Background: an optimization exercise with open tools, aiming at small area, a short achievable clock period and few clock cycles. Do not read the settings as production practice.
Function was checked by simulation only, so behaviour that the tests miss may differ from the original.
Power is estimated from default activity; no workload was simulated.

==> flow/design.v <==
module lc3_core (
    input  wire        clk,
    input  wire        rst,
    input  wire [15:0] start_pc,
    output reg         mem_req,
    output reg         mem_we,
    output reg  [15:0] mem_addr,
    output wire [15:0] mem_wdata,
    input  wire        mem_gnt,
    input  wire [15:0] mem_rdata,
    output reg         out_vld,
    output reg  [7:0]  out_data,
    input  wire        out_rdy,
    input  wire        out_fail,
    output reg         in_rdy,
    input  wire        in_vld,
    input  wire [7:0]  in_data,
    input  wire        in_fail,
    output wire [1:0]  status,
    output wire [15:0] stop_pc,
    output wire [15:0] stop_ir,
    output wire        stop_dev
);
    localparam ST_RUN  = 2'd0;
    localparam ST_HALT = 2'd1;
    localparam ST_FLT  = 2'd2;
    localparam ST_IOF  = 2'd3;
    localparam S_RUN   = 4'd0;    
    localparam S_LW    = 4'd1;    
    localparam S_FIX   = 4'd2;    
    localparam S_JMP   = 4'd3;    
    localparam S_MEM   = 4'd4;    
    localparam S_PW    = 4'd5;    
    localparam S_SLW   = 4'd6;    
    localparam S_REDIR = 4'd7;    
    localparam S_IN    = 4'd8;    
    localparam S_OUT   = 4'd9;    
    localparam S_SRD   = 4'd10;   
    localparam S_SW    = 4'd11;   
    localparam S_STOP  = 4'd12;   
    reg [3:0]  state;
    reg [1:0]  run_st;
    reg [15:0] nf;           
    reg        dv;           
    reg [15:0] ir;           
    reg        iv;           
    reg [15:0] ipc1;         
    reg [15:0] ea;           
    reg        stale;        
    reg [2:0]  p2;           
    reg        k_alu;        
    reg        k_op;         
    reg [2:0]  k_wa;         
    reg        k_br;         
    reg        k_jump;       
    reg        k_ld;         
    reg        k_st;         
    reg        k_ind;        
    reg        k_out;        
    reg        k_getc;       
    reg        k_in;         
    reg        k_puts;       
    reg [2:0]  ld_dr;        
    reg [2:0]  cond;         
    reg [15:0] regs [0:7];
    reg        indir;        
    reg [7:0]  sword;        
    reg        hi;           
    reg        iodev;        
    assign status   = run_st;
    assign stop_pc  = ipc1 - 16'd1;
    assign stop_ir  = ir;
    assign stop_dev = iodev;
    function [2:0] cc_of;
        input [15:0] v;
        begin
            if (v == 16'h0000)  cc_of = 3'b010;
            else if (v[15])     cc_of = 3'b100;
            else                cc_of = 3'b001;
        end
    endfunction
    wire [15:0] dw   = mem_rdata;
    wire [3:0]  dop  = dw[15:12];
    wire [15:0] dbase = regs[dw[8:6]];
    wire d_is_jsr  = (dop == 4'd4);
    wire d_is_b6   = (dop == 4'd6) || (dop == 4'd7);
    wire d_is_jmp  = (dop == 4'd12) || (d_is_jsr && !dw[11] && dw[8:6] != 3'd7);
    wire d_is_jr7  = d_is_jsr && !dw[11] && dw[8:6] == 3'd7;
    wire d_is_j11  = d_is_jsr && dw[11];
    wire [15:0] d_off = d_is_jr7 ? 16'h0000 :
                        d_is_j11 ? {{5{dw[10]}}, dw[10:0]} :
                                   {{7{dw[8]}}, dw[8:0]};
    wire [15:0] d_pc;
    lc3_add16 u_dpc (.a(nf), .b(d_off), .ci(1'b0), .s(d_pc));
    wire [15:0] d_b6;
    lc3_add16 u_db6 (.a(dbase), .b({{10{dw[5]}}, dw[5:0]}), .ci(1'b0), .s(d_b6));
    wire [15:0] d_ea  = d_is_b6 ? d_b6 : d_is_jmp ? dbase : d_pc;
    wire [2:0]  d_p2 = dw[13] ? dw[11:9] : dw[2:0];
    wire [3:0] op   = ir[15:12];
    wire e_br   = (op == 4'd0);
    wire e_add  = (op == 4'd1);
    wire e_ld   = (op == 4'd2);
    wire e_st   = (op == 4'd3);
    wire e_jsr  = (op == 4'd4);
    wire e_and  = (op == 4'd5);
    wire e_ldr  = (op == 4'd6);
    wire e_str  = (op == 4'd7);
    wire e_not  = (op == 4'd9);
    wire e_ldi  = (op == 4'd10);
    wire e_sti  = (op == 4'd11);
    wire e_jmp  = (op == 4'd12);
    wire e_lea  = (op == 4'd14);
    wire e_trap = (op == 4'd15);
    wire e_bad  = (op == 4'd8) || (op == 4'd13);
    wire [7:0] vec = ir[7:0];
    wire t_getc = e_trap && (vec == 8'h20);
    wire t_out  = e_trap && (vec == 8'h21);
    wire t_in   = e_trap && (vec == 8'h23);
    wire t_str  = e_trap && (vec == 8'h22 || vec == 8'h24);
    wire t_halt = e_trap && (vec == 8'h25);
    wire t_badv = e_trap && !(vec[7:3] == 5'b00100 && (vec[2:0] <= 3'd5));
    wire e_store = e_st || e_str || e_sti;
    wire e_base  = e_ldr || e_str || e_jmp || (e_jsr && !ir[11] && ir[8:6] != 3'd7);
    wire e_fixit = e_base && stale;
    wire [15:0] rs1 = regs[ir[8:6]];
    wire [15:0] rs2 = regs[p2];
    wire [15:0] r0  = regs[0];
    wire [15:0] imm  = ir[13] ? {{10{ir[5]}}, ir[5:0]} : {{11{ir[4]}}, ir[4:0]};
    wire [15:0] opb  = (ir[5] || ir[13]) ? imm : rs2;
    wire [15:0] sum;
    lc3_add16 u_alu (.a(rs1), .b(opb), .ci(1'b0), .s(sum));
    wire [15:0] andv = rs1 & opb;
    wire [15:0] notv = ~rs1;
    wire        sum_z = &(~((rs1 ^ opb) ^ {(rs1[14:0] | opb[14:0]), 1'b0}));
    wire [15:0] alu   = (e_and || e_not) ? (e_and ? andv : notv) : sum;
    wire        alu_z = e_and ? ~|andv : e_not ? &rs1 : sum_z;
    wire taken = |(ir[11:9] & cond);
    wire        s_putsp = ir[2];
    wire [7:0]  sbyte   = hi ? mem_rdata[15:8] : mem_rdata[7:0];
    wire        s_end   = s_putsp ? (sbyte == 8'h00) : (mem_rdata == 16'h0000);
    wire [15:0] s_next  = (!s_putsp || hi) ? ea + 16'd1 : ea;
    assign mem_wdata = rs2;
    wire run    = (state == S_RUN);
    wire run_iv = run && iv;
    wire st_lw  = (state == S_LW);
    wire st_jmp = (state == S_JMP);
    wire st_mem = (state == S_MEM);
    wire st_pw  = (state == S_PW);
    wire st_ret = (state == S_SLW) || (state == S_REDIR);
    wire st_in  = (state == S_IN);
    wire st_out = (state == S_OUT);
    wire st_srd = (state == S_SRD);
    wire r_fetch = (run && (!iv || k_alu || k_br || k_jump || k_out || k_getc)) ||
                   st_lw || st_jmp || st_ret;
    wire br_t    = run_iv && k_br && taken;
    wire e_redir = br_t || (run_iv && k_jump) || st_jmp || st_ret;
    wire e_rr    = br_t || (run_iv && k_jump);
    wire e_take  = run && (!iv || k_alu || (k_br && !taken) ||
                           (k_ld && mem_gnt) || (k_st && mem_gnt && (ea != ipc1)) ||
                           (k_out && out_rdy && !out_fail) ||
                           (k_getc && in_vld && !in_fail));
    wire e_fin   = e_take || e_rr;
    wire a_ea   = (run_iv && (k_jump || k_ld || k_st || k_ind)) || st_jmp || st_mem || st_srd;
    wire a_r0   = run_iv && k_puts;
    wire a_ipc  = st_ret;
    wire a_sn   = st_out;
    wire a_rd   = st_pw;
    wire a_nf   = !(a_ea || a_r0 || a_ipc || a_sn || a_rd);
    wire [15:0] addr0 = ({16{a_ea}} & ea) | ({16{a_r0}} & r0) | ({16{a_ipc}} & ipc1) |
                        ({16{a_sn}} & s_next) | ({16{a_rd}} & mem_rdata) | ({16{a_nf}} & nf);
    always @(*) begin
        mem_req  = r_fetch || (run_iv && (k_ld || k_st || k_ind || k_puts)) ||
                   st_mem || st_pw || st_srd || (st_out && !ir[0]);
        mem_we   = (run_iv && k_st) || (st_mem && e_store && !indir) || (st_pw && e_sti);
        mem_addr = br_t ? ea : addr0;
        out_vld  = (run_iv && k_out) || st_out;
        out_data = st_out ? sword : r0[7:0];
        in_rdy   = (run_iv && (k_getc || k_in)) || st_in;
    end
    wire       e_wr   = iv && (state == S_RUN) &&
                        (e_add || e_and || e_not || e_lea || e_ld || e_ldr || e_jsr || e_trap);
    wire [2:0] e_wdst = e_jsr ? 3'd7 : e_trap ? 3'd0 : ir[11:9];
    wire       take   = e_take && dv;
    wire       d_stale = e_wr && (dw[8:6] == e_wdst);
    wire        w_jsr  = e_jsr && ((run_iv && k_jump) || st_jmp);
    wire        w_getc = run_iv && k_getc && in_vld && !in_fail;
    wire        w_in   = st_in && in_vld && !in_fail && !ir[0];
    wire        w_echo = st_out && out_rdy && !out_fail && ir[0] && ir[1];
    wire        w_ld   = st_lw || (state == S_SLW);
    wire        rf_we  = (run_iv && k_alu) || w_jsr || w_getc || w_in || w_echo || w_ld;
    wire [2:0]  rf_wa  = run ? k_wa : st_lw ? ld_dr : (state == S_SLW) ? ir[11:9] :
                         st_jmp ? 3'd7 : 3'd0;
    wire [15:0] rf_oth = w_jsr ? ipc1 : w_ld ? mem_rdata :
                         (w_getc || w_in) ? {8'h00, in_data} :
                         w_echo ? {8'h00, sword} : ea;
    wire        use_alu = run_iv && k_op && !rst;
    wire [15:0] rf_wd_r = use_alu ? alu : (rst ? 16'h0000 : rf_oth);
    wire        cc_we  = (run_iv && k_alu) || w_ld;
    wire [2:0]  cc_n   = use_alu ? {alu[15], alu_z, !alu[15] && !alu_z} :
                         cc_of(w_ld ? mem_rdata : ea);
    genvar g;
    generate
        for (g = 0; g < 8; g = g + 1) begin : rf
            always @(posedge clk)
                if (rst || (rf_we && rf_wa == g))
                    regs[g] <= rf_wd_r;
        end
    endgenerate
    always @(posedge clk) begin
        if (rst)
            cond <= 3'b010;
        else if (cc_we)
            cond <= cc_n;
    end
    wire fetch = r_fetch && mem_gnt;
    always @(posedge clk) begin
        if (rst) begin
            nf <= start_pc;
            dv <= 1'b0;
            iv <= 1'b0;
        end else begin
            dv <= fetch;
            if (fetch)
                nf <= mem_addr + 16'd1;
            else if (e_redir)
                nf <= mem_addr;
            if (e_fin || e_redir)
                iv <= take;
            if (take) begin
                ir    <= dw;
                ipc1  <= nf;
                p2    <= d_p2;
                stale  <= d_stale;
                k_alu  <= (dop == 4'd1) || (dop == 4'd5) || (dop == 4'd9) || (dop == 4'd14);
                k_br   <= (dop == 4'd0);
                k_op   <= (dop == 4'd1) || (dop == 4'd5) || (dop == 4'd9);
                k_wa   <= d_is_jsr ? 3'd7 : (dop == 4'd15) ? 3'd0 : dw[11:9];
                k_jump <= d_is_j11 || d_is_jr7 || (d_is_jmp && !d_stale);
                k_ld   <= (dop == 4'd2) || ((dop == 4'd6) && !d_stale);
                k_st   <= (dop == 4'd3) || ((dop == 4'd7) && !d_stale);
                k_ind  <= (dop == 4'd10) || (dop == 4'd11);
                k_out  <= (dop == 4'd15) && (dw[7:0] == 8'h21);
                k_getc <= (dop == 4'd15) && (dw[7:0] == 8'h20);
                k_in   <= (dop == 4'd15) && (dw[7:0] == 8'h23);
                k_puts <= (dop == 4'd15) && (dw[7:0] == 8'h22 || dw[7:0] == 8'h24);
            end
        end
    end
    always @(posedge clk) begin
        if (rst) begin
            state  <= S_RUN;
            run_st <= ST_RUN;
        end else begin
            case (state)
                S_RUN: begin
                    if (iv) begin
                        if (e_bad || t_badv) begin
                            run_st <= ST_FLT;
                            state  <= S_STOP;
                        end else if (t_halt) begin
                            run_st <= ST_HALT;
                            state  <= S_STOP;
                        end else if (e_fixit) begin
                            state <= S_FIX;
                        end else if (e_ld || e_ldr) begin
                            ld_dr <= ir[11:9];
                            indir <= 1'b0;
                            state <= mem_gnt ? S_LW : S_MEM;
                        end else if (e_st || e_str) begin
                            indir <= 1'b0;
                            if (!mem_gnt)
                                state <= S_MEM;
                            else if (ea == ipc1)
                                state <= S_REDIR;
                        end else if (e_ldi || e_sti) begin
                            indir <= 1'b1;
                            state <= mem_gnt ? S_PW : S_MEM;
                        end else if (k_out) begin
                            if (out_rdy) begin
                                if (out_fail) begin
                                    iodev  <= 1'b1;
                                    run_st <= ST_IOF;
                                    state  <= S_STOP;
                                end
                            end else begin
                                sword <= r0[7:0];
                                state <= S_OUT;
                            end
                        end else if (k_getc || k_in) begin
                            if (in_vld) begin
                                if (in_fail) begin
                                    iodev  <= 1'b0;
                                    run_st <= ST_IOF;
                                    state  <= S_STOP;
                                end else if (k_in) begin
                                    sword <= in_data;
                                    state <= S_OUT;
                                end
                            end else begin
                                state <= S_IN;
                            end
                        end else if (k_puts) begin
                            ea    <= r0;
                            hi    <= 1'b0;
                            state <= mem_gnt ? S_SW : S_SRD;
                        end
                    end
                end
                S_LW: state <= S_RUN;
                S_FIX: begin
                    ea    <= (e_ldr || e_str) ? sum : rs1;
                    indir <= 1'b0;
                    state <= (e_ldr || e_str) ? S_MEM : S_JMP;
                end
                S_JMP: state <= S_RUN;
                S_MEM: begin
                    if (mem_gnt) begin
                        if (indir)
                            state <= S_PW;
                        else if (e_store)
                            state <= S_REDIR;
                        else
                            state <= S_SLW;
                    end
                end
                S_PW: begin
                    ea    <= mem_rdata;
                    indir <= 1'b0;
                    if (mem_gnt)
                        state <= e_sti ? S_REDIR : S_SLW;
                    else
                        state <= S_MEM;
                end
                S_SLW, S_REDIR: state <= S_RUN;
                S_IN: begin
                    if (in_vld) begin
                        if (in_fail) begin
                            iodev  <= 1'b0;
                            run_st <= ST_IOF;
                            state  <= S_STOP;
                        end else if (!ir[0]) begin
                            state <= S_REDIR;
                        end else begin
                            sword <= in_data;
                            state <= S_OUT;
                        end
                    end
                end
                S_OUT: begin
                    if (out_rdy) begin
                        if (out_fail) begin
                            iodev  <= 1'b1;
                            run_st <= ST_IOF;
                            state  <= S_STOP;
                        end else if (ir[0]) begin
                            state <= S_REDIR;
                        end else begin
                            ea    <= s_next;
                            hi    <= s_putsp && !hi;
                            state <= mem_gnt ? S_SW : S_SRD;
                        end
                    end
                end
                S_SRD: begin
                    if (mem_gnt)
                        state <= S_SW;
                end
                S_SW: begin
                    sword <= sbyte;
                    state <= s_end ? S_REDIR : S_OUT;
                end
                S_STOP: ;
                default: state <= S_RUN;
            endcase
            if (take)
                ea <= d_ea;
        end
    end
endmodule
module lc3_add16 (
    input  wire [15:0] a,
    input  wire [15:0] b,
    input  wire        ci,
    output wire [15:0] s
);
    wire [15:0] p  = a ^ b;
    wire [15:0] g0 = {a[15:1] & b[15:1], (a[0] & b[0]) | (p[0] & ci)};
    wire [15:0] q0 = {p[15:1], 1'b0};
    wire [15:0] g1 = {g0[15:1] | (q0[15:1] & g0[14:0]), g0[0]};
    wire [15:0] q1 = {q0[15:1] & q0[14:0], q0[0]};
    wire [15:0] g2 = {g1[15:2] | (q1[15:2] & g1[13:0]), g1[1:0]};
    wire [15:0] q2 = {q1[15:2] & q1[13:0], q1[1:0]};
    wire [15:0] g3 = {g2[15:4] | (q2[15:4] & g2[11:0]), g2[3:0]};
    wire [15:0] q3 = {q2[15:4] & q2[11:0], q2[3:0]};
    wire [15:0] g4 = {g3[15:8] | (q3[15:8] & g3[7:0]), g3[7:0]};
    assign s = p ^ {g4[14:0], ci};
endmodule
==> flow/flow/run.sh <==
#!/bin/bash
# Layout flow: the standard ORFS flow (standard.sh, unchanged synthesis,
# floorplan, power grid, placement, CTS and routing), with the port buffers
# that global placement inserts taken as sky130_fd_sc_hd__buf_2 cells instead
# of the default delay-buffer cell.  Each port still gets its own buffer.
set -euo pipefail
export BUFFER_PORTS_ARGS="-buffer_cell sky130_fd_sc_hd__buf_2"
bash standard.sh > standard_flow.log 2>&1
==> flow/standard.sh <==
#!/bin/bash
# synth_recipe.tcl (not shown) runs the flow's synth.tcl, then flattens the netlist and writes it again
# the make line also repeats each setting of config.mk as NAME=value (left out here)
make -C /OpenROAD-flow-scripts/flow DESIGN_CONFIG=/design/flow/config.mk WORK_HOME=/design/flow/orfs CLKGATE_MAP_FILE= SYNTH_SCRIPT=/design/flow/synth_recipe.tcl "${@:-finish}"
==> flow/config.mk <==
export PLATFORM = sky130hd
export DESIGN_NAME = lc3_core
export DESIGN_NICKNAME = lc3_core
export VERILOG_FILES = /design/flow/design.v
export SDC_FILE = /design/flow/constraint.sdc
export NUM_CORES = 4
export LEC_CHECK = 0
export CAP_MARGIN = 20
export CORE_MARGIN = 2
export CORE_UTILIZATION = 40
export PLACE_DENSITY = 0.6
export SETUP_SLACK_MARGIN = 4
export SLEW_MARGIN = 20
export TNS_END_PERCENT = 5
==> flow/constraint.sdc <==
create_clock -name core_clock -period 8.0 [get_ports {clk}]
set_input_delay 1.6000 -clock core_clock [delete_from_list [all_inputs] [get_ports {clk}]]
set_output_delay 1.6000 -clock core_clock [all_outputs]
set_load 0.01 [all_outputs]
==> results of run 1 <==
[per-stage QoR]
| step | hold slack, ns | std cells | cell area, um2 | setup slack [ns] | power [uW] |
|---|---|---|---|---|---|
| finish | 0.497 | 3036 | 23800 | 3.35 | 6700 |
| global route | 0.529 | 3036 | 23800 | 3.24 | 6960 |
| CTS | 0.498 | 3017 | 23500 | 3.36 | 6470 |
| detailed placement | 0.479 | 2833 | 20600 | 2.02 | 4910 |
| global placement | 0.481 | 2832 | 20600 | 2.13 | 4900 |
| floorplan | 0.449 | 2194 | 19400 | 3.24 | 3820 |
[worst max path at each step]
stage,from,to,slack [ns]
finish,mem_rdata[0],mem_addr[0],3.35
global route,ir[2],mem_addr[8],3.24
CTS,state[1],mem_addr[12],3.36
detailed placement,mem_rdata[7],ea[13],2.02
global placement,mem_rdata[7],ea[15],2.13
floorplan,mem_rdata[8],ea[13],3.24
[where the power goes]
part / leakage [uW] / total [uW] / internal (uW) / switching [uW]
clock: 0.000387 / 1190 / 651 / 537
sequential: 0.00229 / 2100 / 1710 / 389
combinational: 0.00658 / 3410 / 1370 / 2040
[registers in the layout, indices dropped and copies added (netlist names), 2 cells and up]
| register | flops |
|---|---|
| sword | 8 |
| cond | 3 |
| run_st | 2 |
| ld_dr | 3 |
| regs | 128 |
| k_wa | 3 |
| ipc1 | 16 |
| nf | 16 |
| ea | 16 |
| ir | 16 |
| state | 4 |
| p2 | 3 |
[final cells by class]
| cell class | count | area, um2 | area share (%) |
|---|---|---|---|
| inverters | 84 | 342 | 1.44 |
| flip-flops and latches | 235 | 6960 | 29.2 |
| clock buffers | 33 | 698 | 2.93 |
| repair buffers | 339 | 2880 | 12.1 |
| well taps | 615 | 769 | 3.23 |
| clock inverters | 14 | 110 | 0.463 |
| multi-input cells | 1715 | 12000 | 50.6 |
| repair inverters | 1 | 5.00 | 0.0210 |
[cell families (layout without fill, tap and decap cells)]
kind of cell / after synthesis / count (layout) / synth area share, %
AOI/OAI and AO/OA: 684 / 684 / 23.5
xor gates and xnor gates: 103 / 103 / 4.72
adders and majority gates: 67 / 67 / 4.50
buffers and inverters: 244 / 471 / 5.02
DFF: 235 / 235 / 36.3
muxes: 117 / 117 / 7.49
and+or+nand+nor: 744 / 744 / 18.5
[placed cells by master, fill, tap and decap left out, types with 15 or more instances in the layout]
cell type  instances
xor2_1            46
ha_1              54
buf_6             15
clkbuf_16         27
nand2_1          224
inv_1             73
xnor2_1           56
mux2i_1           78
a21oi_1          158
mux4_2            19
edfxtp_1         224
a221oi_1          29
buf_4            174
nand3_1           56
o21ai_0          131
o21ai_1           28
a21o_1            20
a22oi_1           24
nor2_1           195
and2_1            17
a31oi_1           20
a211oi_1          27
mux2_2            17
nor4_1            24
nand4_1           23
nor2b_1           27
and3_1            22
a22o_1            19
nor3_1            50
buf_2            116
buf_12            17
o22ai_1           26
[timing repair]
| action | 4_1_cts | 5_1_grt |
|---|---|---|
| gates cloned | 13 | 0 |
| setup buffers | 124 | 18 |
| gates resized for setup | 210 | 31 |
| pin swaps | 60 | 14 |
| endpoints found under the setup margin | 386 | 348 |
[cells in the mapped netlist (25+ instances only)]
master / n / area (um2)
xnor2_1: 57 / 499
mux2i_1: 79 / 791
nand2_1: 229 / 860
a21oi_1: 172 / 861
o22ai_1: 30 / 188
inv_1: 84 / 315
nor2_1: 209 / 785
nor4_1: 25 / 156
clkbuf_1: 123 / 462
nor3_1: 50 / 250
a211oi_1: 32 / 240
nand3_1: 62 / 310
nor2b_1: 33 / 206
o21ai_0: 164 / 821
a22oi_1: 27 / 203
ha_1: 64 / 801
xor2_1: 46 / 403
edfxtp_1: 224 / 6730
a221oi_1: 35 / 307
[routing by layer]
metal	vias to the layer above	track usage (%)	share of wire, %
met3	387	6.82	11
met5	-	0	0
met2	1588	53.7	43
li1	8687	-	-
met1	9818	46.3	39
met4	0	20.7	7.1
==> impl_metrics.yaml, run 1 <==
critical_path:
  critPathLaunchType: "primary input"
  path_depth: 6
  cp_max_fo: 12
  r2r-start: "p2[0]"
  worstRegToRegCells: 20
  end_kind: "primary output"
  reg2reg_slack_ns: 3.47
  r2r_end: "ea[13]"
  crit_chain: "buf_2, nand2_1, o21ai_0, a211oi_1, o21ai_1, buf_2"
  cpMaxStageDelayCell: "o21ai_1"
  crit_type: "in -> out"
  crit_required_ns: 6.40
  crit_family: "compound AO/OA/AOI/OAI gates"
  arrival_ns: 3.05
  path_buf_inv: 2
  cpPeakStageDelay_ns: 0.40
  cp_common_cell: "buf_2"
synthesis:
  ys_types: 93
  ys_warn_count: 2
  synth_area_um2: 19100
  ys.flop_type: "edfxtp_1"
  seq_area_frac_synth_pct: 36.3
  synthCells: 2194
  synth_edf_count: 224
  ys_ff_latch: 235
  async_flop_share_pct: 0
  synth_nets: 2308
  avgSynthCellArea_um2: 8.72
global_routing:
  grt_pass1_vias: 19340
  antenna_found_initial: 2
  grt.total_usage_pct: 35.1
  grt_overflow_total: 0
  grt_max_degree: 51
  grt_pass1_wl_mm: 130
clocking:
  clk_latency_ns: 0.59
  clk_pin_slew_ns: 0.06
  root_buffer: "clkbuf_16"
  cts_tree: "yes"
  clockBufferDepth: 3
  clock_sinks: 235
  numCtsBuffers: 27
  cts_max_level: 1
  hold_buffers: 0
routing:
  detail-route-antenna-nets: 0
  vias: 20480
  drc: 0
  drt_pass1_iterations: 6
  avgViaCountPerCell: 6.75
  wl_per_cell_um: 29.5
  drt_iter0_drc: 2828
  drt-total-wl_mm: 89.6
placed_design:
  dp_hpwl_mm: 63.0
  io_buffers: 125
  gp_congestion: 1.01
timing:
  skew_ns: 0.0225
  slew_headroom_pct: 35.3
  fmax_ghz: 0.215
  rsz0062_at_grt: "true"
  period_needed_ns: 4.65
  drv_slew: 0
  worst_slew_pin_slew_ns: 0.968
  hold_violations: 0
  layout_worst_path_cycle_share_pct: 58.1
  fin_tns_setup_ns: 0
  setup_violations: 0
floorplan:
  die_w_um: 223
  dieArea_um2: 49600
  die_h_um: 223
  coreArea_um2: 47400
  num_io_pins: 126
  initial_utilization_pct: 40.3
  row_count: 80
min_path:
  worstHoldStart: "cond[1]"
  hold_depth: 1
  hp-class: "reg -> reg"
  hold_path_end: "cond[1]"
status:
  run_status: "finished clean"
layout:
  fill_cells: 4465
  synthToLayoutAreaGrowth_pct: 24.4
  num-nets-final: 2517
  diodes: 0
  drive_gt1_share_pct: 23.9
  fin_util_pct: 50.2
power:
  power_density_nw_per_um2: 281
  max-vdd-ir-drop_mv: 0.270
  leakagePower_uw: 0.00926
job:
  cap_violations: 0
Testbench counts, summed over its fixed seeds: cycles 37,310.
==> inputs of run 2 (changes only) <==
--- a/flow/design.v
+++ b/flow/design.v
@@ -26,18 +26,20 @@
     localparam ST_FLT  = 2'd2;
     localparam ST_IOF  = 2'd3;
-    localparam S_RUN   = 4'd0;    
-    localparam S_LW    = 4'd1;    
-    localparam S_FIX   = 4'd2;    
-    localparam S_JMP   = 4'd3;    
-    localparam S_MEM   = 4'd4;    
-    localparam S_PW    = 4'd5;    
-    localparam S_SLW   = 4'd6;    
-    localparam S_REDIR = 4'd7;    
-    localparam S_IN    = 4'd8;    
-    localparam S_OUT   = 4'd9;    
-    localparam S_SRD   = 4'd10;   
-    localparam S_SW    = 4'd11;   
-    localparam S_STOP  = 4'd12;   
-    reg [3:0]  state;
+    localparam [14:0] S_RUN   = 15'd1 << 0;    
+    localparam [14:0] S_LW    = 15'd1 << 1;    
+    localparam [14:0] S_FIX   = 15'd1 << 2;    
+    localparam [14:0] S_JMP   = 15'd1 << 3;    
+    localparam [14:0] S_MEM   = 15'd1 << 4;    
+    localparam [14:0] S_PW    = 15'd1 << 5;    
+    localparam [14:0] S_SLW   = 15'd1 << 6;    
+    localparam [14:0] S_REDIR = 15'd1 << 7;    
+    localparam [14:0] S_IN    = 15'd1 << 8;    
+    localparam [14:0] S_OUT   = 15'd1 << 9;    
+    localparam [14:0] S_SRD   = 15'd1 << 10;   
+    localparam [14:0] S_SW    = 15'd1 << 11;   
+    localparam [14:0] S_STOP  = 15'd1 << 12;   
+    localparam [14:0] S_PW2   = 15'd1 << 13;   
+    localparam [14:0] S_MEM2  = 15'd1 << 14;   
+    reg [14:0] state;        
     reg [1:0]  run_st;
     reg [15:0] nf;           
@@ -57,4 +59,6 @@
     reg        k_st;         
     reg        k_ind;        
+    reg        k_ldi;        
+    reg        k_halt;       
     reg        k_out;        
     reg        k_getc;       
@@ -68,5 +72,5 @@
     reg        hi;           
     reg        iodev;        
-    assign status   = run_st;
+    assign status   = run_st | {1'b0, state[0] && iv && k_halt};
     assign stop_pc  = ipc1 - 16'd1;
     assign stop_ir  = ir;
@@ -88,12 +92,11 @@
     wire d_is_jr7  = d_is_jsr && !dw[11] && dw[8:6] == 3'd7;
     wire d_is_j11  = d_is_jsr && dw[11];
-    wire [15:0] d_off = d_is_jr7 ? 16'h0000 :
-                        d_is_j11 ? {{5{dw[10]}}, dw[10:0]} :
-                                   {{7{dw[8]}}, dw[8:0]};
+    wire        d_s   = d_is_jsr ? dw[10] : dw[8];
+    wire [15:0] d_off = {{5{d_s}}, d_is_jsr ? dw[10:9] : {2{dw[8]}}, dw[8:0]};
     wire [15:0] d_pc;
     lc3_add16 u_dpc (.a(nf), .b(d_off), .ci(1'b0), .s(d_pc));
     wire [15:0] d_b6;
     lc3_add16 u_db6 (.a(dbase), .b({{10{dw[5]}}, dw[5:0]}), .ci(1'b0), .s(d_b6));
-    wire [15:0] d_ea  = d_is_b6 ? d_b6 : d_is_jmp ? dbase : d_pc;
+    wire [15:0] d_ea  = d_is_b6 ? d_b6 : d_is_jmp ? dbase : d_is_jr7 ? nf : d_pc;
     wire [2:0]  d_p2 = dw[13] ? dw[11:9] : dw[2:0];
     wire [3:0] op   = ir[15:12];
@@ -141,14 +144,16 @@
     wire [15:0] s_next  = (!s_putsp || hi) ? ea + 16'd1 : ea;
     assign mem_wdata = rs2;
-    wire run    = (state == S_RUN);
+    wire run    = state[0];
     wire run_iv = run && iv;
-    wire st_lw  = (state == S_LW);
-    wire st_jmp = (state == S_JMP);
-    wire st_mem = (state == S_MEM);
-    wire st_pw  = (state == S_PW);
-    wire st_ret = (state == S_SLW) || (state == S_REDIR);
-    wire st_in  = (state == S_IN);
-    wire st_out = (state == S_OUT);
-    wire st_srd = (state == S_SRD);
+    wire st_lw  = state[1];
+    wire st_jmp = state[3];
+    wire st_mem = state[4];
+    wire st_pw  = state[5];
+    wire st_ret = state[6] || state[7];
+    wire st_in  = state[8];
+    wire st_out = state[9];
+    wire st_srd = state[10];
+    wire st_pw2 = state[13];
+    wire st_mem2 = state[14];
     wire r_fetch = (run && (!iv || k_alu || k_br || k_jump || k_out || k_getc)) ||
                    st_lw || st_jmp || st_ret;
@@ -159,25 +164,26 @@
                            (k_ld && mem_gnt) || (k_st && mem_gnt && (ea != ipc1)) ||
                            (k_out && out_rdy && !out_fail) ||
-                           (k_getc && in_vld && !in_fail));
+                           (k_getc && in_vld && !in_fail) || (k_ldi && mem_gnt));
     wire e_fin   = e_take || e_rr;
-    wire a_ea   = (run_iv && (k_jump || k_ld || k_st || k_ind)) || st_jmp || st_mem || st_srd;
+    wire a_ea   = (run_iv && (k_jump || k_ld || k_st || k_ind)) || st_jmp || st_mem || st_srd ||
+                  st_mem2;
     wire a_r0   = run_iv && k_puts;
     wire a_ipc  = st_ret;
     wire a_sn   = st_out;
-    wire a_rd   = st_pw;
-    wire a_nf   = !(a_ea || a_r0 || a_ipc || a_sn || a_rd);
+    wire a_nf   = !(a_ea || a_r0 || a_ipc || a_sn);
     wire [15:0] addr0 = ({16{a_ea}} & ea) | ({16{a_r0}} & r0) | ({16{a_ipc}} & ipc1) |
-                        ({16{a_sn}} & s_next) | ({16{a_rd}} & mem_rdata) | ({16{a_nf}} & nf);
+                        ({16{a_sn}} & s_next) | ({16{a_nf}} & nf);
+    wire [15:0] faddr = (br_t || a_ea) ? ea : a_ipc ? ipc1 : nf;
     always @(*) begin
         mem_req  = r_fetch || (run_iv && (k_ld || k_st || k_ind || k_puts)) ||
-                   st_mem || st_pw || st_srd || (st_out && !ir[0]);
+                   st_mem || st_pw || st_srd || (st_out && !ir[0]) || st_pw2 || st_mem2;
         mem_we   = (run_iv && k_st) || (st_mem && e_store && !indir) || (st_pw && e_sti);
-        mem_addr = br_t ? ea : addr0;
+        mem_addr = (st_pw || st_pw2) ? mem_rdata : br_t ? ea : addr0;
         out_vld  = (run_iv && k_out) || st_out;
         out_data = st_out ? sword : r0[7:0];
         in_rdy   = (run_iv && (k_getc || k_in)) || st_in;
     end
-    wire       e_wr   = iv && (state == S_RUN) &&
-                        (e_add || e_and || e_not || e_lea || e_ld || e_ldr || e_jsr || e_trap);
+    wire       e_wr   = iv && state[0] &&
+                        (e_add || e_and || e_not || e_lea || e_ld || e_ldr || e_ldi || e_jsr || e_trap);
     wire [2:0] e_wdst = e_jsr ? 3'd7 : e_trap ? 3'd0 : ir[11:9];
     wire       take   = e_take && dv;
@@ -187,11 +193,12 @@
     wire        w_in   = st_in && in_vld && !in_fail && !ir[0];
     wire        w_echo = st_out && out_rdy && !out_fail && ir[0] && ir[1];
-    wire        w_ld   = st_lw || (state == S_SLW);
-    wire        rf_we  = (run_iv && k_alu) || w_jsr || w_getc || w_in || w_echo || w_ld;
-    wire [2:0]  rf_wa  = run ? k_wa : st_lw ? ld_dr : (state == S_SLW) ? ir[11:9] :
+    wire        w_ld   = st_lw || state[6];
+    wire        w_io   = w_getc || w_in || w_echo;      
+    wire        rf_we  = (run_iv && k_alu) || w_jsr || w_ld;
+    wire [2:0]  rf_wa  = run ? k_wa : st_lw ? ld_dr : state[6] ? ir[11:9] :
                          st_jmp ? 3'd7 : 3'd0;
     wire [15:0] rf_oth = w_jsr ? ipc1 : w_ld ? mem_rdata :
-                         (w_getc || w_in) ? {8'h00, in_data} :
-                         w_echo ? {8'h00, sword} : ea;
+                         ((run && k_getc) || st_in) ? {8'h00, in_data} :
+                         st_out ? {8'h00, sword} : ea;
     wire        use_alu = run_iv && k_op && !rst;
     wire [15:0] rf_wd_r = use_alu ? alu : (rst ? 16'h0000 : rf_oth);
@@ -203,5 +210,5 @@
         for (g = 0; g < 8; g = g + 1) begin : rf
             always @(posedge clk)
-                if (rst || (rf_we && rf_wa == g))
+                if (rst || (rf_we && rf_wa == g) || (g == 0 && w_io))
                     regs[g] <= rf_wd_r;
         end
@@ -222,9 +229,13 @@
             dv <= fetch;
             if (fetch)
-                nf <= mem_addr + 16'd1;
+                nf <= faddr + 16'd1;
             else if (e_redir)
-                nf <= mem_addr;
+                nf <= faddr;
             if (e_fin || e_redir)
                 iv <= take;
+            if (st_pw2 && !mem_gnt && iv) begin
+                iv <= 1'b0;
+                nf <= ipc1 - 16'd1;
+            end
             if (take) begin
                 ir    <= dw;
@@ -240,4 +251,6 @@
                 k_st   <= (dop == 4'd3) || ((dop == 4'd7) && !d_stale);
                 k_ind  <= (dop == 4'd10) || (dop == 4'd11);
+                k_ldi  <= (dop == 4'd10);
+                k_halt <= (dop == 4'd15) && (dw[7:0] == 8'h25);
                 k_out  <= (dop == 4'd15) && (dw[7:0] == 8'h21);
                 k_getc <= (dop == 4'd15) && (dw[7:0] == 8'h20);
@@ -273,4 +286,7 @@
                             else if (ea == ipc1)
                                 state <= S_REDIR;
+                        end else if (e_ldi && mem_gnt) begin
+                            ld_dr <= ir[11:9];
+                            state <= S_PW2;
                         end else if (e_ldi || e_sti) begin
                             indir <= 1'b1;
@@ -308,4 +324,16 @@
                 end
                 S_LW: state <= S_RUN;
+                S_PW2: begin
+                    if (mem_gnt) begin
+                        state <= S_LW;
+                    end else begin
+                        ea    <= mem_rdata;
+                        state <= S_MEM2;
+                    end
+                end
+                S_MEM2: begin
+                    if (mem_gnt)
+                        state <= S_LW;
+                end
                 S_FIX: begin
                     ea    <= (e_ldr || e_str) ? sum : rs1;
--- a/flow/config.mk
+++ b/flow/config.mk
@@ -8,7 +8,7 @@
 export CAP_MARGIN = 20
 export CORE_MARGIN = 2
-export CORE_UTILIZATION = 40
-export PLACE_DENSITY = 0.6
-export SETUP_SLACK_MARGIN = 4
+export CORE_UTILIZATION = 48
+export PLACE_DENSITY = 0.65
+export SETUP_SLACK_MARGIN = 3.6
 export SLEW_MARGIN = 20
 export TNS_END_PERCENT = 5
==> impl_metrics.yaml, run 2 <==
status:
  run_status: "finished clean"
routing:
  detail-route-antenna-nets: 0
  drc: 0
  avgViaCountPerCell: 7.14
  drt_pass1_iterations: 11
  drt_iter0_drc: 3631
  wl_per_cell_um: 31.8
  drt-total-wl_mm: 96.3
  vias: 21637
critical_path:
  crit_type: "reg -> out"
  end_kind: "primary output"
  cp_max_fo: 31
  crit_required_ns: 6.40
  arrival_ns: 3.10
  critPathLaunchType: "flop"
synthesis:
  synth_area_leader_cell: "edfxtp_1"
  ys_top_cells_by_area: "edfxtp_1 (33%), a21oi_1 (5.4%), nand2_1 (4.8%)"
  ys_ff_latch: 248
  synth_area_um2: 20300
  seq_area_frac_synth_pct: 35.6
  synthCells: 2381
  synthTopCellsByCount: "nand2_1 (259), nor2_1 (248), edfxtp_1 (226)"
  synth_top_area_share_pct: 33.4
  async_flop_share_pct: 0
  ys.flop_type: "edfxtp_1"
  avgSynthCellArea_um2: 8.53
  ys_types: 84
  synth_edf_count: 226
  synth_nets: 2495
  ys_warn_count: 2
  synth_most_common_cell: "nand2_1"
layout:
  largest_reg_flops: 128
  num-nets-final: 2581
  final_cell_mix: "nand2_1 (256), nor2_1 (236), edfxtp_1 (226)"
  drive_gt1_share_pct: 18.8
  top_register: "regs"
  final_common_cell: "nand2_1"
  synthToLayoutAreaGrowth_pct: 15.7
clocking:
  cts_tree: "yes"
  clock_sinks: 248
  clk_pin_slew_ns: 0.07
  root_buffer: "clkbuf_16"
  cts_max_level: 1
  numCtsBuffers: 29
  clk_latency_ns: 0.60
  hold_buffers: 0
  clockBufferDepth: 3
floorplan:
  die_h_um: 210
  row_count: 75
  dieArea_um2: 44000
  die_w_um: 210
  coreArea_um2: 41900
  num_io_pins: 126
  initial_utilization_pct: 48.5
timing:
  slew_headroom_pct: 22.1
  drv_slew: 0
  skew_ns: 0.0185
  worst_slew_pin_slew_ns: 1.17
  whs_ns: 0.474
  hold_violations: 0
  layout_worst_path_cycle_share_pct: 58.8
  fmax_ghz: 0.213
  setup_violations: 0
  rsz0062_at_grt: "true"
  period_needed_ns: 4.70
  fin_tns_setup_ns: 0
min_path:
  hp-class: "reg -> reg"
global_routing:
  grt_overflow_total: 0
  grt_pass1_wl_mm: 138
  grt.total_usage_pct: 42.5
  grt_max_degree: 53
  antenna_found_initial: 3
  grt_pass1_vias: 20318
placed_design:
  dp_hpwl_mm: 68.1
  io_buffers: 125
  gp_congestion: 1.10
power:
  power_density_nw_per_um2: 269
  leakagePower_uw: 0.00896
  design_power_total_uw: 6330
  max-vdd-ir-drop_mv: 0.201
job:
  cap_violations: 0
==> run 2: final timing paths <==
| path | from | to | slack [ns] | cells past startpoint |
|---|---|---|---|---|
| worst min register to register | cond[2] | cond[2] | 0.47 | 2 |
| worst min-delay path | cond[2] | cond[2] | 0.47 | 2 |
| worst max-delay path | ir[11] | mem_addr[12] | 3.30 | 7 |
| worst max register to register | p2[0] | regs[2][12] | 3.34 | 18 |
==> run 2: timing repair <==
item | CTS | global route
gates resized for setup | 100 | 46
endpoints found under the setup margin | 153 | 162
pin swaps | 18 | 11
hold endpoints to repair | 0 | 0
gates cloned | 2 | 1
setup buffers | 53 | 8
==> run 2: cell families (layout without fill, tap and decap cells) <==
| group | count (synthesis) | after routing | synth area share, % |
|---|---|---|---|
| other | 0 | 2 | 0 |
| and+or+nand+nor | 806 | 806 | 18.6 |
| DFF | 248 | 248 | 35.6 |
| AOI/OAI and AO/OA | 742 | 742 | 24.1 |
| buffers and inverters | 283 | 392 | 5.43 |
| muxes | 113 | 113 | 6.80 |
| adders and majority gates | 67 | 67 | 4.24 |
| xor gates and xnor gates | 122 | 122 | 5.26 |
==> run 2: layout make-up <==
cell class / instances / area (um2)
clock buffer: 37 / 787
timing repair buffer: 249 / 1730
clock inverter: 17 / 120
inverter: 88 / 349
fill: 3832 / 18400
multi-input combinational: 1850 / 12600
tap: 539 / 674
sequential: 248 / 7230
antenna: 2 / 5.00
timing repair inverter: 1 / 5.00
==> run 2: metrics by stage <==
step | area (um2) | util (%) | setup WS, ns | instances
floorplan | 20400 | - | 3.37 | 2381
global placement | 21400 | 51.0 | 2.18 | 2909
detailed placement | 21400 | 51.1 | 2.15 | 2909
CTS | 23100 | 55.3 | 3.53 | 3018
global route | 23500 | 56.1 | 3.25 | 3029
finish | 23500 | 56.2 | 3.30 | 3031
==> run 2: report_power, final <==
group	total (uW)	internal, uW	leakage [uW]	switching (uW)
Combinational	2970	1090	0.00612	1880
Clock	1310	727	0.000443	580
Sequential	2050	1710	0.00240	347
Total	6330	3520	0.00896	2810
==> run 2: metal layers <==
metal | GRT usage, % | up-vias | wire length (um) | part of all wire [%]
met5 | 0.334 | - | 0 | 0
met4 | 30.6 | 0 | 8840 | 9.2
met3 | 10.8 | 549 | 12500 | 13
met2 | 64.1 | 1844 | 40600 | 42
met1 | 53.0 | 10147 | 34400 | 36
li1 | - | 9097 | - | -
==> run 2: critical path: stages, from the launching register on <==
cell	delay, ns
edfxtp_1	0.70
a222oi_1	0.14
buf_4	0.20
o21ai_1	0.29
a21o_4	0.41
a21oi_1	0.14
a21oi_2	0.38
buf_2	0.22
Testbench counts of run 2, summed over its fixed seeds: cycles 36,739.
==> inputs of run 3 (changes only) <==
--- a/flow/config.mk
+++ b/flow/config.mk
@@ -8,6 +8,8 @@
 export CAP_MARGIN = 20
 export CORE_MARGIN = 2
-export CORE_UTILIZATION = 48
-export PLACE_DENSITY = 0.65
+export CORE_UTILIZATION = 40
+export CTS_CLUSTER_DIAMETER = 100
+export CTS_CLUSTER_SIZE = 30
+export PLACE_DENSITY = 0.6
 export SETUP_SLACK_MARGIN = 3.6
 export SLEW_MARGIN = 20
==> impl_metrics.yaml, run 3 <==
status:
  run_status: "finished clean"
synthesis:
  seq_area_frac_synth_pct: 35.6
  async_flop_share_pct: 0
  ys_types: 84
  synthTopCellsByCount: "nand2_1 (259), nor2_1 (248), edfxtp_1 (226)"
  synth_area_leader_cell: "edfxtp_1"
  synth_area_um2: 20300
  synth_top_area_share_pct: 33.4
  synth_edf_count: 226
  ys.flop_type: "edfxtp_1"
  synthCells: 2381
  ys_ff_latch: 248
  avgSynthCellArea_um2: 8.53
  ys_warn_count: 2
  synth_nets: 2495
  synth_most_common_cell: "nand2_1"
  ys_top_cells_by_area: "edfxtp_1 (33%), a21oi_1 (5.4%), nand2_1 (4.8%)"
critical_path:
  critPathLaunchType: "flop"
  cp_max_fo: 39
  crit_required_ns: 8.16
  reg2reg_slack_ns: 3.41
  crit_type: "reg -> reg"
  worstRegToRegCells: 15
  r2r-start: "p2[1]"
  arrival_ns: 4.75
  r2r_end: "regs[5][13]"
  end_kind: "flop"
power:
  max-vdd-ir-drop_mv: 0.158
  leakagePower_uw: 0.00878
  power_density_nw_per_um2: 253
floorplan:
  initial_utilization_pct: 40.5
  num_io_pins: 126
  dieArea_um2: 52600
  coreArea_um2: 50200
  die_w_um: 229
  die_h_um: 229
  row_count: 82
min_path:
  hold_depth: 2
  hold_path_end: "cond[2]"
  worstHoldStart: "cond[2]"
  hp-class: "reg -> reg"
clocking:
  clk_latency_ns: 0.55
  root_buffer: "clkbuf_16"
  clockBufferDepth: 3
  hold_buffers: 0
  cts_max_level: 1
  cts_tree: "yes"
  clock_sinks: 248
  clk_pin_slew_ns: 0.12
  numCtsBuffers: 15
timing:
  slew_headroom_pct: 16.5
  rsz0062_at_grt: "true"
  fmax_ghz: 0.218
  skew_ns: 0.0262
  fin_tns_setup_ns: 0
  period_needed_ns: 4.59
  worst_slew_pin_slew_ns: 1.24
  drv_slew: 0
  layout_worst_path_cycle_share_pct: 57.4
  hold_violations: 0
  setup_violations: 0
routing:
  drc: 0
  drt_pass1_iterations: 9
  wl_per_cell_um: 31.7
  vias: 21253
  drt-total-wl_mm: 99.4
  drt_iter0_drc: 3371
  detail-route-antenna-nets: 0
  avgViaCountPerCell: 6.79
layout:
  synthToLayoutAreaGrowth_pct: 14.6
  largest_reg_flops: 128
  num-nets-final: 2566
  fill_cells: 4922
  top_register: "regs"
  final_area_um2: 23300
  multi_input_area_um2: 12500
  final_common_cell: "nand2_1"
  drive_gt1_share_pct: 18.2
  final_cell_mix: "nand2_1 (256), nor2_1 (233), edfxtp_1 (226)"
  diodes: 0
  seq_area_um2: 7230
global_routing:
  grt_pass1_wl_mm: 142
  grt_pass1_vias: 19940
  grt.total_usage_pct: 36.5
  antenna_found_initial: 2
  grt_overflow_total: 0
  grt_max_degree: 53
placed_design:
  io_buffers: 125
  placed_cell_area_um2: 21600
  gp_congestion: 1.01
  dp_hpwl_mm: 71.3
job:
  cap_violations: 0
[run 3: cell counts after synthesis]
No cell type changed its count.
[run 3: where the power goes]
group | leakage, uW | internal (uW) | switching [uW]
Sequential | 0.00240 | 1700 | 358
Clock | 0.000232 | 399 | 510
Combinational | 0.00615 | 1070 | 1840
Total | 0.00878 | 3180 | 2710
[run 3: cell type report]
| cell class | count | area share [%] |
|---|---|---|
| clock buffers | 17 | 1.64 |
| clock inverters | 8 | 0.468 |
| inverters | 88 | 1.50 |
| multi-input cells | 1850 | 53.9 |
| flip-flops and latches | 248 | 31.1 |
| well taps | 672 | 3.61 |
| repair buffers | 247 | 7.78 |
| repair inverters | 2 | 0.0537 |
[run 3: cell families (layout without fill, tap and decap cells)]
kind of cell    Yosys count  in the layout  share of synthesized area, %
fa+ha+maj                67             67                          4.24
mux                     113            113                          6.80
compound gates          742            742                          24.1
flops                   248            248                          35.6
xor+xnor                122            122                          5.26
buf+inv                 283            362                          5.43
simple gates            806            806                          18.6
[run 3: what timing repair did]
item | 4_1_cts | 5_1_grt
gates resized for setup | 103 | 38
gates cloned | 5 | 0
endpoints found under the setup margin | 168 | 142
pin swaps | 19 | 6
buffers inserted | 59 | 1
[run 3: worst max path at each step]
| stage | from | cells past startpoint | slack (ns) | endpoint |
|---|---|---|---|---|
| 2_1_floorplan | mem_rdata[7] | 18 | 3.37 | ea[14] |
| 6_report | p2[1] | 15 | 3.41 | regs[5][13] |
| 3_5_place_dp | mem_rdata[7] | 16 | 1.94 | ea[13] |
| 4_1_cts | mem_rdata[6] | 18 | 3.54 | ea[14] |
| 3_3_place_gp | mem_rdata[7] | 16 | 2.01 | ea[13] |
| 5_1_grt | mem_rdata[6] | 18 | 3.34 | ea[13] |
[run 3: worst max-delay path, stage by stage (launching register included)]
cell,delay [ns]
edfxtp_1,0.44
buf_6,0.35
nor2_1,0.09
buf_4,0.18
a22o_1,0.22
a221oi_4,0.35
nor3_1,0.10
a21o_1,0.20
ha_2,0.40
o21ai_1,0.11
o21ai_1,0.21
a41oi_2,0.20
o221ai_2,0.27
xor2_1,0.44
o21ai_0,0.15
o21ai_0,0.48
[run 3: routing by layer]
layer	vias to the layer above	wire length (um)	track usage (%)
met2	1639	44400	57.7
met4	2	7280	22.1
met1	10163	37000	46.4
met5	-	13	0
met3	395	10800	6.96
li1	9054	-	-
[run 3: stage by stage]
stage / cells / hold WS (ns) / total power [uW] / setup WS (ns) / utilization, %
floorplan: 2381 / 0.436 / 3620 / 3.37 / -
global placement: 3042 / 0.472 / 4680 / 2.01 / 43.0
detailed placement: 3042 / 0.462 / 4680 / 1.94 / 43.0
CTS: 3131 / 0.474 / 5730 / 3.54 / 46.0
global route: 3132 / 0.509 / 6080 / 3.34 / 46.4
finish: 3132 / 0.483 / 5880 / 3.41 / 46.4
==> inputs of run 4 (changes only) <==
--- a/flow/config.mk
+++ b/flow/config.mk
@@ -12,5 +12,5 @@
 export CTS_CLUSTER_SIZE = 30
 export PLACE_DENSITY = 0.6
-export SETUP_SLACK_MARGIN = 3.6
+export SETUP_SLACK_MARGIN = 3.8
 export SLEW_MARGIN = 20
 export TNS_END_PERCENT = 5
==> impl_metrics.yaml, run 4 <==
status:
  run_status: "finished clean"
global_routing:
  grt_pass1_wl_mm: 143
  grt_overflow_total: 0
  antenna_found_initial: 4
  grt.total_usage_pct: 36.9
  grt_pass1_vias: 20221
  grt_max_degree: 59
synthesis:
  async_flop_share_pct: 0
  ys.flop_type: "edfxtp_1"
  synth_top_area_share_pct: 33.4
  synth-simple-area-share_pct: 18.6
  synth_most_common_cell: "nand2_1"
  synth_edf_count: 226
  synthTopCellsByCount: "nand2_1 (259), nor2_1 (248), edfxtp_1 (226)"
  seq_area_frac_synth_pct: 35.6
  ys_ff_latch: 248
  ys_types: 84
  synth_area_um2: 20300
  synthCells: 2381
  synth_top_family_by_area: "compound AO/OA/AOI/OAI gates"
  ys_top_cells_by_area: "edfxtp_1 (33%), a21oi_1 (5.4%), nand2_1 (4.8%)"
  synthXorXnorAreaFrac_pct: 5.26
  avgSynthCellArea_um2: 8.53
  synth_nets: 2495
  synth-compound-area-share_pct: 24.1
  ys_warn_count: 2
  synthMuxAreaShare_pct: 6.80
  synthAdderAreaFrac_pct: 4.24
  synth_area_leader_cell: "edfxtp_1"
power:
  clkPwrFrac_pct: 15.9
  power_density_nw_per_um2: 250
  netSwitchingFraction_pct: 45.9
  max-vdd-ir-drop_mv: 0.245
  pwr-share-seq_pct: 33.4
  p_switching_uw: 2840
  p_int_uw: 3350
  share_comb_of_total_power_pct: 50.8
  leakagePower_uw: 0.00941
critical_path:
  critPathLaunchType: "flop"
  r2r-start: "p2[0]"
  crit_type: "reg -> reg"
  crit_chain: "buf_6, buf_12, clkinvlp_4, nor2_4, a22o_1, a221oi_1, nor2_1, nand2_1, nand2_1, ha_2, inv_1, o221ai_2, xor2_1, o21ai_0, o21ai_1"
  cp_common_cell: "nand2_1"
  startpoint: "p2[0]"
  arrival_ns: 4.73
  crit_required_ns: 8.22
  cpPeakStageDelay_ns: 0.53
  end_kind: "flop"
  cpMaxStageDelayCell: "a221oi_1"
  cp_max_fo: 8
timing:
  fmax_ghz: 0.222
  slew_headroom_pct: 10.2
  rsz0062_at_grt: "true"
  drv_slew: 0
  skew_ns: 0.0264
  setup_violations: 0
  worst_slew_pin_slew_ns: 1.33
  layout_worst_path_cycle_share_pct: 56.4
  fin_tns_setup_ns: 0
  hold_violations: 0
  period_needed_ns: 4.51
min_path:
  worstHoldStart: "cond[2]"
  hp-class: "reg -> reg"
layout:
  synthToLayoutAreaGrowth_pct: 21.8
  top_register: "regs"
  drive_gt1_share_pct: 23.6
  final_cell_mix: "nand2_1 (246), edfxtp_1 (226), nor2_1 (220)"
  num-nets-final: 2644
  final_common_cell: "nand2_1"
  final_area_um2: 24700
  largest_reg_flops: 128
floorplan:
  initial_utilization_pct: 40.5
  die_w_um: 229
  coreArea_um2: 50200
  die_h_um: 229
  dieArea_um2: 52600
  num_io_pins: 126
  row_count: 82
clocking:
  hold_buffers: 0
  cts_tree: "yes"
  root_buffer: "clkbuf_16"
  clk_latency_ns: 0.55
  clk_pin_slew_ns: 0.09
  clock_sinks: 248
  clockBufferDepth: 3
  cts_max_level: 1
  numCtsBuffers: 17
placed_design:
  gp_congestion: 1.05
  io_buffers: 125
  dp_hpwl_mm: 70.6
  placed_cell_area_um2: 21500
routing:
  avgViaCountPerCell: 6.84
  drt_pass1_iterations: 10
  drt_iter0_drc: 3652
  drc: 0
  detail-route-antenna-nets: 0
  drt-total-wl_mm: 103
  wl_per_cell_um: 32.0
  vias: 21962
job:
  cap_violations: 0
[run 4: cell types whose count changed in the layout (fill, tap and decap cells not counted), sizes merged]
cell,change
diode,+1
inv,-1
bufbuf,+4
clkinv,+4
buf,+65
clkbuf,+8
[run 4: per-stage QoR]
| stage | std cells | power, uW | hold WS, ns | util (%) | setup slack (ns) |
|---|---|---|---|---|---|
| 5_1_grt | 3212 | 6370 | 0.496 | 49.3 | 3.44 |
| 4_1_cts | 3152 | 5880 | 0.464 | 47.0 | 3.62 |
| 3_5_place_dp | 3042 | 4660 | 0.454 | 42.9 | 2.04 |
| 6_report | 3213 | 6180 | 0.473 | 49.3 | 3.49 |
| 3_3_place_gp | 3042 | 4660 | 0.450 | 42.9 | 2.16 |
| 2_1_floorplan | 2381 | 3620 | 0.436 | - | 3.37 |
[run 4: routing by layer]
metal / track usage [%] / part of all wire, % / wire, um
met3: 9.42 / 13 / 12900
met5: 0 / 0.022 / 23
met4: 23.3 / 8.6 / 8840
met1: 46.5 / 36 / 37200
met2: 56.5 / 43 / 43900
[run 4: final timing paths]
kind,slack [ns],cells past startpoint,end
setup / recovery,3.49,15,regs[0][13]
hold / removal,0.47,2,cond[2]
setup reg to reg,3.49,15,regs[0][13]
hold reg to reg,0.47,2,cond[2]
[run 4: critical path, delay by kind of cell (launching register included)]
family | cells | cell delay [ns]
adders and majority gates | 1 | 0.49
xor gates and xnor gates | 1 | 0.33
DFF | 1 | 0.39
buffers and inverters | 4 | 0.60
and+or+nand+nor | 4 | 0.65
AOI/OAI and AO/OA | 5 | 1.70
[run 4: area by class of cell]
type,instances,area [um2]
diodes,1,2.50
clock buffers,18,429
clock inverters,11,138
fillers,4752,25400
inverters,88,357
multi-input cells,1850,13100
flip-flops and latches,248,7230
well taps,672,841
repair buffers,323,2610
repair inverters,2,12.5
[run 4: cell families (layout without fill, tap and decap cells)]
family,Yosys count,count (layout)
other,0,1
DFF,248,248
muxes,113,113
AOI/OAI and AO/OA,742,742
buffers and inverters,283,442
xor gates and xnor gates,122,122
adders and majority gates,67,67
and+or+nand+nor,806,806
[run 4: power groups by stage]
stage	clock, uW	sequential, uW	combinational, uW
6_report	981	2060	3140
5_1_grt	1020	2060	3290
4_1_cts	988	2030	2860
3_5_place_dp	0	2110	2560
3_3_place_gp	0	2110	2550
2_1_floorplan	0	1830	1790
[run 4: what timing repair did]
action                     CTS  global route
pin swaps                   24            64
setup endpoints to repair  178           218
resized for setup          158           115
cloned                       9             6
buffers inserted            72            54

## re-timing with driven ports
The flow's constraints put no driver on any port. The routed layouts listed below were extracted and timed again, unchanged, in two steps.
Step 1 assumes that a clkbuf_16 drives the clock port and a buf_2 every other input.
Step 2, shift: input delay + t, output delay - t, t = (earliest + latest rising clock arrival at the registers) / 2. This alone moves slack from input paths to output paths.
Three values: ideal ports, drivers, drivers and shift; two values: the first two.
run | t, ns | setup slack, ns | worst setup path after step 2 | slew at the worst register clock pin (ns)
run 1 | 0.631 | 3.348 / 3.257 / 2.660 | input to register | 0.07 / 0.07
run 2 | 0.652 | 3.300 / 3.241 / 2.766 | input to register | 0.07 / 0.07
run 3 | 0.595 | 3.408 / 3.408 / 2.852 | input to register | 0.12 / 0.12
run 4 | 0.601 | 3.491 / 3.455 / 2.935 | input to register | 0.11 / 0.11
After both steps setup and hold are still met in every run listed. The setup slack of run 1, which loses most, moves by -0.091 ns with the drivers and by -0.688 ns with both steps.
